Source: an optimization exercise on an open RTL-to-GDS flow (aim: small area, a short achievable clock period and few clock cycles). Production flows keep margins and buffers that such runs may drop.
Only simulation tests tie the RTL to the original design; equivalence was not proved.
Power and IR drop assume default switching activity.

[config.mk]
export PLATFORM = sky130hd
export DESIGN_NAME = pipe_engine
export DESIGN_NICKNAME = pipe_engine
export VERILOG_FILES = /design/flow/design.v
export SDC_FILE = /design/flow/constraint.sdc
export NUM_CORES = 4
export LEC_CHECK = 0
export CAP_MARGIN = 20
export CORE_MARGIN = 2
export CORE_UTILIZATION = 40
export PLACE_DENSITY = 0.6
export SLEW_MARGIN = 20
[design.v]
module pipe_engine (
    input  wire         clk,
    input  wire         rst,           
    input  wire [1:0]   cfg_policy,    
    input  wire         cfg_exe_fwd,   
    input  wire         cfg_mem_fwd,   
    input  wire         cmd_valid,
    output wire         cmd_ready,
    input  wire [69:0]  cmd,
    input  wire [3:0]   tr_status,     
    input  wire [195:0] tr_rec,        
    output wire         rsp_valid,
    output reg          rsp_ok,
    output reg  [63:0]  rsp_val,
    output reg  [1:0]   rsp_pulls      
);
    localparam R_OP    = 64;    
    localparam R_S1    = 67;    
    localparam R_S1N   = 75;
    localparam R_S2    = 76;    
    localparam R_S2N   = 84;
    localparam R_D     = 85;    
    localparam R_DN    = 93;
    localparam R_CCR   = 94;
    localparam R_CCW   = 95;
    localparam R_MEM   = 96;
    localparam R_BR    = 97;
    reg [1:0]  policy;
    reg        exe_fwd, mem_fwd;
    reg        fe_v   [0:1];
    reg        fe_m   [0:1];
    reg [2:0]  fe_op  [0:1];
    reg [7:0]  fe_d   [0:1];
    reg        fe_q   [0:1];
    reg        fe_ccw [0:1];
    reg [7:0]  fe_s1  [0:1];
    reg        fe_s1n [0:1];
    reg [7:0]  fe_s2  [0:1];
    reg        fe_s2n [0:1];
    reg        fe_ccr [0:1];
    reg        fe_o1;               
    reg        id_v   [0:1];
    reg        id_st  [0:1];
    reg        id_m   [0:1];
    reg [2:0]  id_op  [0:1];
    reg [7:0]  id_d   [0:1];
    reg        id_q   [0:1];
    reg        id_ccw [0:1];
    reg        ex_v   [0:1];
    reg        ex_m   [0:1];
    reg [2:0]  ex_op  [0:1];
    reg [7:0]  ex_d   [0:1];
    reg        ex_q   [0:1];
    reg        ex_ccw [0:1];
    reg        ma_v   [0:1];
    reg        ma_m   [0:1];
    reg [2:0]  ma_op  [0:1];
    reg [7:0]  ma_d   [0:1];
    reg        ma_q   [0:1];
    reg        ma_ccw [0:1];
    reg [63:0] op_count;
    reg        halt, fetch_stall, trace_error, trace_done;
    reg [63:0] stat_cycles, stat_branches, stat_mispred;
    reg [63:0] stat_cat [0:4];
    assign cmd_ready = 1'b1;
    assign rsp_valid = cmd_valid;
    wire [3:0] opc     = cmd[3:0];
    wire       is_step = (opc == 4'h1);
    wire       perfect = (policy == 2'd1);
    wire       at      = !perfect;             
    wire       do_step = cmd_valid && is_step && !halt;
    wire       do_upd  = cmd_valid && (opc == 4'h3);
    function automatic dep(input ccr, input s1n, input [7:0] s1, input s2n, input [7:0] s2,
                           input pq, input pccw, input [7:0] pd);
        dep = (ccr & pccw) | (pq & ((s1n & (s1 == pd)) | (s2n & (s2 == pd))));
    endfunction
    reg  [1:0] direct;
    reg  [1:0] stall;
    integer    i, j, c;
    always @* begin
        for (i = 0; i < 2; i = i + 1) begin
            direct[i] = 1'b0;
            if (fe_v[1-i] && (i == 0 ? fe_o1 : !fe_o1) &&
                dep(fe_ccr[i], fe_s1n[i], fe_s1[i], fe_s2n[i], fe_s2[i],
                    fe_q[1-i], fe_ccw[1-i], fe_d[1-i]))
                direct[i] = 1'b1;
            for (j = 0; j < 2; j = j + 1) begin
                if (id_v[j] && !id_st[j] && !(exe_fwd && id_op[j] != 3'd1) &&
                    dep(fe_ccr[i], fe_s1n[i], fe_s1[i], fe_s2n[i], fe_s2[i],
                        id_q[j], id_ccw[j], id_d[j]))
                    direct[i] = 1'b1;
                if (ex_v[j] && !mem_fwd &&
                    dep(fe_ccr[i], fe_s1n[i], fe_s1[i], fe_s2n[i], fe_s2[i],
                        ex_q[j], ex_ccw[j], ex_d[j]))
                    direct[i] = 1'b1;
            end
        end
        stall[0] = fe_v[0] && (direct[0] || (fe_v[1] &&  fe_o1 && direct[1]));
        stall[1] = fe_v[1] && (direct[1] || (fe_v[0] && !fe_o1 && direct[0]));
    end
    wire rest_empty = !(ex_v[0] | ex_v[1] | id_v[0] | id_v[1] | fe_v[0] | fe_v[1]);
    wire wb_any     = ma_v[0] | ma_v[1];
    wire halt_wb    = trace_done & wb_any & rest_empty;
    wire fs         = fetch_stall & !((ma_v[0] & ma_m[0]) | (ma_v[1] & ma_m[1]));
    wire [1:0]  st0  = tr_status[1:0];
    wire [1:0]  st1  = tr_status[3:2];
    wire [97:0] rec0 = tr_rec[97:0];
    wire [97:0] rec1 = tr_rec[195:98];
    wire hold0  = stall[0];
    wire act0   = !hold0 && !fs;                  
    wire take0  = act0 && !trace_done;            
    wire good0  = take0 && st0 == 2'd0 && rec0[R_OP +: 3] <= 3'd4;
    wire br0    = good0 && at && rec0[R_OP +: 3] == 3'd3;
    wire mis0   = br0 && !rec0[R_BR];
    wire end0   = act0 && !good0;
    wire err0   = take0 && !good0 && st0 != 2'd1;
    wire [1:0]  sts  = take0 ? st1 : st0;
    wire [97:0] recs = take0 ? rec1 : rec0;
    wire hold1  = stall[1];
    wire act1   = !hold1 && !fs && !mis0;
    wire take1  = act1 && !trace_done && !end0;
    wire good1  = take1 && sts == 2'd0 && recs[R_OP +: 3] <= 3'd4;
    wire br1    = good1 && at && recs[R_OP +: 3] == 3'd3;
    wire mis1   = br1 && !recs[R_BR];
    wire end1   = act1 && !good1;
    wire err1   = take1 && !good1 && sts != 2'd1;
    wire n_halt = halt_wb | (end0 & rest_empty) | (end1 & rest_empty & !good0);
    wire [3:0] inflight = ma_v[0] + ma_v[1] + ex_v[0] + ex_v[1] +
                          (id_v[0] & !id_st[0]) + (id_v[1] & !id_st[1]) +
                          fe_v[0] + fe_v[1];
    wire [63:0] stat_retired = op_count - inflight;
    always @* begin
        rsp_ok    = 1'b1;
        rsp_val   = 64'd0;
        rsp_pulls = 2'd0;
        case (opc)
            4'h1: begin
                rsp_val[0] = halt | n_halt;
                if (!halt) rsp_pulls = {1'b0, take0} + {1'b0, take1};
            end
            4'h2: begin
                rsp_ok     = !perfect;
                rsp_val[0] = !perfect;
            end
            4'h3: ;
            4'hC: begin
                case (cmd[11:4])
                    8'h00: rsp_val = 64'd2;
                    8'h01: rsp_val = {62'd0, policy};
                    8'h02: rsp_val = {63'd0, exe_fwd};
                    8'h03: rsp_val = {63'd0, mem_fwd};
                    8'h10: rsp_val = stat_cycles;
                    8'h11: rsp_val = stat_retired;
                    8'h12: rsp_val = stat_branches;
                    8'h13: rsp_val = stat_mispred;
                    8'h14: rsp_val = stat_cat[0];
                    8'h15: rsp_val = stat_cat[1];
                    8'h16: rsp_val = stat_cat[2];
                    8'h17: rsp_val = stat_cat[3];
                    8'h18: rsp_val = stat_cat[4];
                    8'h20: rsp_val = {59'd0, trace_done, trace_done, trace_error, fetch_stall, halt};
                    8'h21: rsp_val = op_count;
                    8'h22: rsp_val = trace_done ? op_count : 64'd0;
                    8'h23: ;
                    8'h24: ;
                    default: rsp_ok = 1'b0;
                endcase
            end
            default: rsp_ok = 1'b0;
        endcase
    end
    wire [1:0] ret_cat [0:4];
    genvar g;
    generate
        for (g = 0; g < 5; g = g + 1) begin : g_cat
            assign ret_cat[g] = {1'b0, ma_v[0] && ma_op[0] == g} + {1'b0, ma_v[1] && ma_op[1] == g};
        end
    endgenerate
    wire [1:0] n_good = {1'b0, good0} + {1'b0, good1};
    wire [1:0] n_br   = do_step ? {1'b0, br0} + {1'b0, br1} : {1'b0, do_upd};
    wire       n_mis  = do_step ? (mis0 | mis1) : (do_upd && cmd[68] != cmd[69]);
    always @(posedge clk) begin
        if (rst) begin
            policy  <= cfg_policy;
            exe_fwd <= cfg_exe_fwd;
            mem_fwd <= cfg_mem_fwd;
            for (i = 0; i < 2; i = i + 1) begin
                fe_v[i] <= 1'b0;
                id_v[i] <= 1'b0;
                id_st[i] <= 1'b0;
                ex_v[i] <= 1'b0;
                ma_v[i] <= 1'b0;
            end
            fe_o1         <= 1'b0;
            op_count      <= 64'd0;
            halt          <= 1'b0;
            fetch_stall   <= 1'b0;
            trace_error   <= 1'b0;
            trace_done    <= 1'b0;
            stat_cycles   <= 64'd0;
            stat_branches <= 64'd0;
            stat_mispred  <= 64'd0;
            for (c = 0; c < 5; c = c + 1) stat_cat[c] <= 64'd0;
        end else begin
            stat_branches <= stat_branches + n_br;
            stat_mispred  <= stat_mispred + n_mis;
            if (do_step) begin
                stat_cycles <= stat_cycles + 1'b1;
                for (c = 0; c < 5; c = c + 1) stat_cat[c] <= stat_cat[c] + ret_cat[c];
                op_count    <= op_count + n_good;
                halt        <= n_halt;
                fetch_stall <= fs | mis0 | mis1;
                trace_error <= trace_error | err0 | err1;
                trace_done  <= trace_done | end0 | end1;
                for (i = 0; i < 2; i = i + 1) begin
                    ma_v[i]   <= ex_v[i];
                    ma_m[i]   <= ex_m[i];
                    ma_op[i]  <= ex_op[i];
                    ma_d[i]   <= ex_d[i];
                    ma_q[i]   <= ex_q[i];
                    ma_ccw[i] <= ex_ccw[i];
                    ex_v[i]   <= id_v[i] & !id_st[i];
                    ex_m[i]   <= id_m[i];
                    ex_op[i]  <= id_op[i];
                    ex_d[i]   <= id_d[i];
                    ex_q[i]   <= id_q[i];
                    ex_ccw[i] <= id_ccw[i];
                    id_v[i]   <= fe_v[i];
                    id_st[i]  <= stall[i];
                    id_m[i]   <= fe_m[i];
                    id_op[i]  <= fe_op[i];
                    id_d[i]   <= fe_d[i];
                    id_q[i]   <= fe_q[i];
                    id_ccw[i] <= fe_ccw[i];
                end
                fe_o1 <= hold1 & (!hold0 | fe_o1);
                if (!hold0) begin
                    fe_v[0]   <= good0;
                    fe_m[0]   <= mis0;
                    fe_op[0]  <= rec0[R_OP +: 3];
                    fe_d[0]   <= rec0[R_D +: 8];
                    fe_q[0]   <= rec0[R_DN] & (rec0[R_MEM] | rec0[R_CCW]);
                    fe_ccw[0] <= rec0[R_CCW];
                    fe_s1[0]  <= rec0[R_S1 +: 8];
                    fe_s1n[0] <= rec0[R_S1N];
                    fe_s2[0]  <= rec0[R_S2 +: 8];
                    fe_s2n[0] <= rec0[R_S2N];
                    fe_ccr[0] <= rec0[R_CCR];
                end
                if (!hold1) begin
                    fe_v[1]   <= good1;
                    fe_m[1]   <= mis1;
                    fe_op[1]  <= recs[R_OP +: 3];
                    fe_d[1]   <= recs[R_D +: 8];
                    fe_q[1]   <= recs[R_DN] & (recs[R_MEM] | recs[R_CCW]);
                    fe_ccw[1] <= recs[R_CCW];
                    fe_s1[1]  <= recs[R_S1 +: 8];
                    fe_s1n[1] <= recs[R_S1N];
                    fe_s2[1]  <= recs[R_S2 +: 8];
                    fe_s2n[1] <= recs[R_S2N];
                    fe_ccr[1] <= recs[R_CCR];
                end
            end
        end
    end
endmodule
[run.sh]
#!/bin/bash
# synth_recipe.tcl (not shown) runs the flow's synth.tcl, then flattens the netlist and writes it again
# the make line also repeats each setting of config.mk as NAME=value (left out here)
make -C /OpenROAD-flow-scripts/flow DESIGN_CONFIG=/design/flow/config.mk WORK_HOME=/design/flow/orfs CLKGATE_MAP_FILE= SYNTH_SCRIPT=/design/flow/synth_recipe.tcl finish
[constraint.sdc]
create_clock -name core_clock -period 12.0 [get_ports {clk}]
set_input_delay 2.4000 -clock core_clock [delete_from_list [all_inputs] [get_ports {clk}]]
set_output_delay 2.4000 -clock core_clock [all_outputs]
set_load 0.01 [all_outputs]
==> metrics.md <==
| Metric | Value |
|---|---|
| Status | complete, no violations |
| Yosys top cell by area | dfxtp_1 |
| Initial antenna violation count | 1 |
| Cells after Synth | around 4,400 |
| Kind of critical path | flop to output pin |
| Clock share of power | about 48% |
| Largest net degree at the start of global routing | ~120 |
| Routability Congestion | about 0.92 |
| Share of layout cells above drive strength 1 | roughly 6.5% |
| EDFF count, synth | about 130 |
| Crit-path slowest cell | or4b_1 |
| Fin crit share | between 80% and 90% |
| CP endpoint kind | output pin |
| Initial DRT Pass Iterations | 6 |
| WHS | between 0.4 and 0.5 ns |
| First-pass GRT wire length | about 180,000 um |
| TritonCTS buffer count | 82 |
| Flop pwr share | between 40% and 50% |
| Comb power frac | slightly below 3% |
| Post-CTS setup buffer count | 0 |
| DR vias | roughly 33,000 |
| CTS H-Tree Depth | 3 |
| Setup violators final | 0 |
| Clock root buffer | clkbuf_16 |
| Maximum VDD drop | ~0.12 mV |
| Net Sw Power | around 1.2 mW |
| Core Region | 0.0947 sq mm |
| Antenna-violating nets left | 0 |
| Critical Path Start Type | flop |
| MaxCap Viol Count | 0 |
| Layout Skew | 0.0323 ns |
| Most used cell along the critical path | fa_1 |
| Number of global-route vias before repair | between 30,000 and 40,000 |
| Hold WC Path Type | flop to flop |
| Fmax | 0.0971 GHz |
| Diodes inserted | 0 |
| Initial drt markers | roughly 3,700 |
| Worst-margin pin slew | ~1.1 ns |
| Most common cell in the netlist | nor2_1 |
| CTS Buffer Depth | 3 |
| Worst EP arrival | between 7 and 8 ns |
| Predominant post-synthesis flop cell | dfxtp_1 |
| CP peak stage delay | roughly 0.63 ns |
| Worst-skew pair later-pin latency | 0.66 ns |
| Unique masters post-synth | between 70 and 80 |
| Async S/R FF share, synth | 0% |
| Fin. Hold Viols | 0 |
| WL final | 116,000 um |
| Post-synthesis sequential area ratio | 41.6% |
| Post-DR wirelength/cell | 20.0 um |
| Clock transition at path regs | around 0.06 ns |
| DRC violations left | 0 |
| CTS resizes | 0 |
| Top-area cell type share of the netlist area | 31.0% |
| Crit-path cells | nor2b_1, inv_1, fa_1, inv_1, fa_1, fa_1, inv_1, fa_1, ha_1, nor3b_1, nor3b_2, or4b_1, or4_1, or4_1, nor4_4, nand2_1, nor2_1, a21oi_1, a31oi_1, clkdlybuf4s50_1 |
| CTS tree | yes |
| Seq cells post-synth | approximately 730 |
| IO Pins | around 350 |
| Synth warn | 32 |
| Internal power | roughly 3.9 mW |
| Sink Count | a little over 700 |
| RSZ-0062 raised after global routing | no |
| Final #Nets | about 4,800 |
| Minimum clock period | 10.30 ns |
| Die Y | around 310 um |
| Worst Path Max Fanout | 7 |
| Row count | between 100 and 150 |
| Area growth, synth to finish | 13.8% |
| Setup_tns | 0 ns |
| Worst endpoint required time | between 9 and 10 ns |
| Port Buf Inserts | 160 |
| GR Util All Layers | a little under a quarter |
| Power per cell area | about 120 mW/mm^2 |
| Die area | between 0.09 and 0.1 sq mm |
| Number of fill cells | between 9,000 and 10,000 |
| Avg Cell Area, Syn | ~8.6 sq um |
| Mapped Area | roughly 0.038 sq mm |
| Die width | around 310 um |
| Post-synth top cells | 620 x nor2_1, 591 x dfxtp_1, 410 x nand2_1, 390 x xor2_1 |
| Post-synth net total | around 4,700 |
| Sw frac | a little under a quarter |
| Worst slew margin | 27.6% |
| Synth area leaders | dfxtp_1 31%, edfxtp_1 11%, xor2_1 9.0%, nor2_1 6.1%, xnor2_1 5.2% |
| Grt ovf | 0 |
| Hold buffers post-CTS | 0 |
| Starting density of the core | a little over 40% |
| Drt via density | approximately 5.6 |
| DPL Wire Length | roughly 84,000 um |
| Fin. max-slew vios | 0 |
| Leak pwr | ~14 nW |
kinds of logic after synthesis:
logic type | share of synthesized area [%]
multiplexers | 3.49
AO/OA/AOI/OAI | 11.0
flip-flops | 41.6
adder cells (fa/ha/maj) | 1.53
XOR/XNOR | 14.2
AND/OR/NAND/NOR | 24.8
other | 0.00983
buffers and inverters | 3.41
path summary, 6_finish.rpt:
| kind | start | to | slack, ns | cells past startpoint |
|---|---|---|---|---|
| setup / recovery | id_v[1] | rsp_val[42] | 1.70 | 20 |
| hold / removal | ex_op[1][2] | ma_op[1][2] | 0.42 | 0 |
| setup reg to reg | exe_fwd | stat_mispred[58] | 4.89 | 22 |
| hold reg to reg | ex_op[1][2] | ma_op[1][2] | 0.42 | 0 |
stage by stage:
stage | util (%) | setup slack (ns) | cells | instance area (sq um) | power (mW)
6_report | 45.8 | 1.70 | 5802 | 43400 | 5.06
4_1_cts | 45.8 | 1.76 | 5802 | 43400 | 5.12
5_1_grt | 45.8 | 1.35 | 5802 | 43400 | 5.22
2_1_floorplan | - | 4.11 | 4428 | 38100 | 2.62
3_5_place_dp | 43.1 | 2.50 | 5656 | 40800 | 2.69
3_3_place_gp | 43.1 | 2.48 | 5656 | 40800 | 2.69
worst max-delay path, delay by kind of cell (launching register included):
| family | cells | cell delay (ns) |
|---|---|---|
| simple gates | 9 | 3.47 |
| fa+ha+maj | 5 | 2.05 |
| buf+inv | 4 | 0.92 |
| compound gates | 2 | 0.46 |
| flops | 1 | 0.34 |
sequential cells by signal, indices dropped and copies added (netlist names), 6 cells and up:
signal	count
stat_cat	320
op_count	64
stat_branches	64
stat_cycles	64
stat_mispred	64
ex_d	16
fe_d	16
fe_s1	16
fe_s2	16
id_d	16
ex_op	6
fe_op	6
id_op	6
ma_op	6
power by group through the flow:
stage / clock network, mW / registers, mW / logic (mW)
finish: 2.43 / 2.49 / 0.147
global route: 2.57 / 2.49 / 0.158
CTS: 2.48 / 2.49 / 0.148
detailed placement: 0 / 2.54 / 0.147
global placement: 0 / 2.54 / 0.147
floorplan: 0 / 2.54 / 0.0819
layout by cell type, fill, tap and decap left out, types with 12 or more instances in the layout:
cell type,n
and4_1,47
and2_1,30
nor4_1,56
xor2_1,390
nand2_1,409
a221oi_1,43
mux4_2,23
a222oi_1,51
or2_2,12
o21ai_0,194
clkbuf_16,82
mux2_2,58
nor2b_1,26
nor2_1,614
inv_1,80
clkinv_2,12
fa_1,16
buf_4,58
a21oi_1,206
nor3_1,80
mux2i_1,16
xnor2_1,227
a31oi_1,51
clkdlybuf4s50_1,157
a22o_1,22
edfxtp_1,134
ha_1,21
clkbuf_8,13
a22oi_1,47
nand3_1,230
or3_1,133
nand4_1,123
dfxtp_1,591
and3_1,114
nand2b_1,16
clkbuf_1,25
final cells by class:
| cell class | count | area, sq um | share of cell area (%) |
|---|---|---|---|
| clock buffer | 120 | 2320 | 5.36 |
| clock inverter | 26 | 251 | 0.579 |
| inverter | 80 | 300 | 0.692 |
| multi-input combinational | 3370 | 21100 | 48.5 |
| sequential | 725 | 15900 | 36.5 |
| tap | 1265 | 1580 | 3.65 |
| timing repair buffer | 216 | 2020 | 4.66 |
layer usage:
metal / vias to the layer above / share of wire [%] / wire, um / GRT usage (%)
met5: - / 0.011 / 13 / 0
met4: 2 / 2.2 / 2530 / 5.98
met3: 144 / 7.0 / 8150 / 3.21
met1: 15759 / 49 / 56700 / 35.5
li1: 15713 / - / - / -
met2: 1117 / 42 / 48500 / 33.7
Testbench counts, summed over its fixed seeds: cycles 12,000.

## afterwards: timing with drivers on the ports
No port has a modelled driver above. Below, the same layout with a new extraction and two added sets of constraints.
Step 1 assumes that a clkbuf_16 drives the clock port and a buf_2 every other input.
Step 2, shift: input delay + t, output delay - t, t = (earliest + latest rising clock arrival at the registers) / 2. This alone moves slack from input paths to output paths.
Slacks: ideal ports / drivers / drivers and shift; pairs: ideal ports / drivers.
t (ns): 0.718
setup WS [ns]: 1.698 / 1.628 / 2.346
latest minus earliest clock arrival (ns): 0.033 / 0.033
After both steps this run still meets setup and hold. For this run, drivers alone change the setup slack by -0.070 ns; drivers and shift together by +0.648 ns.
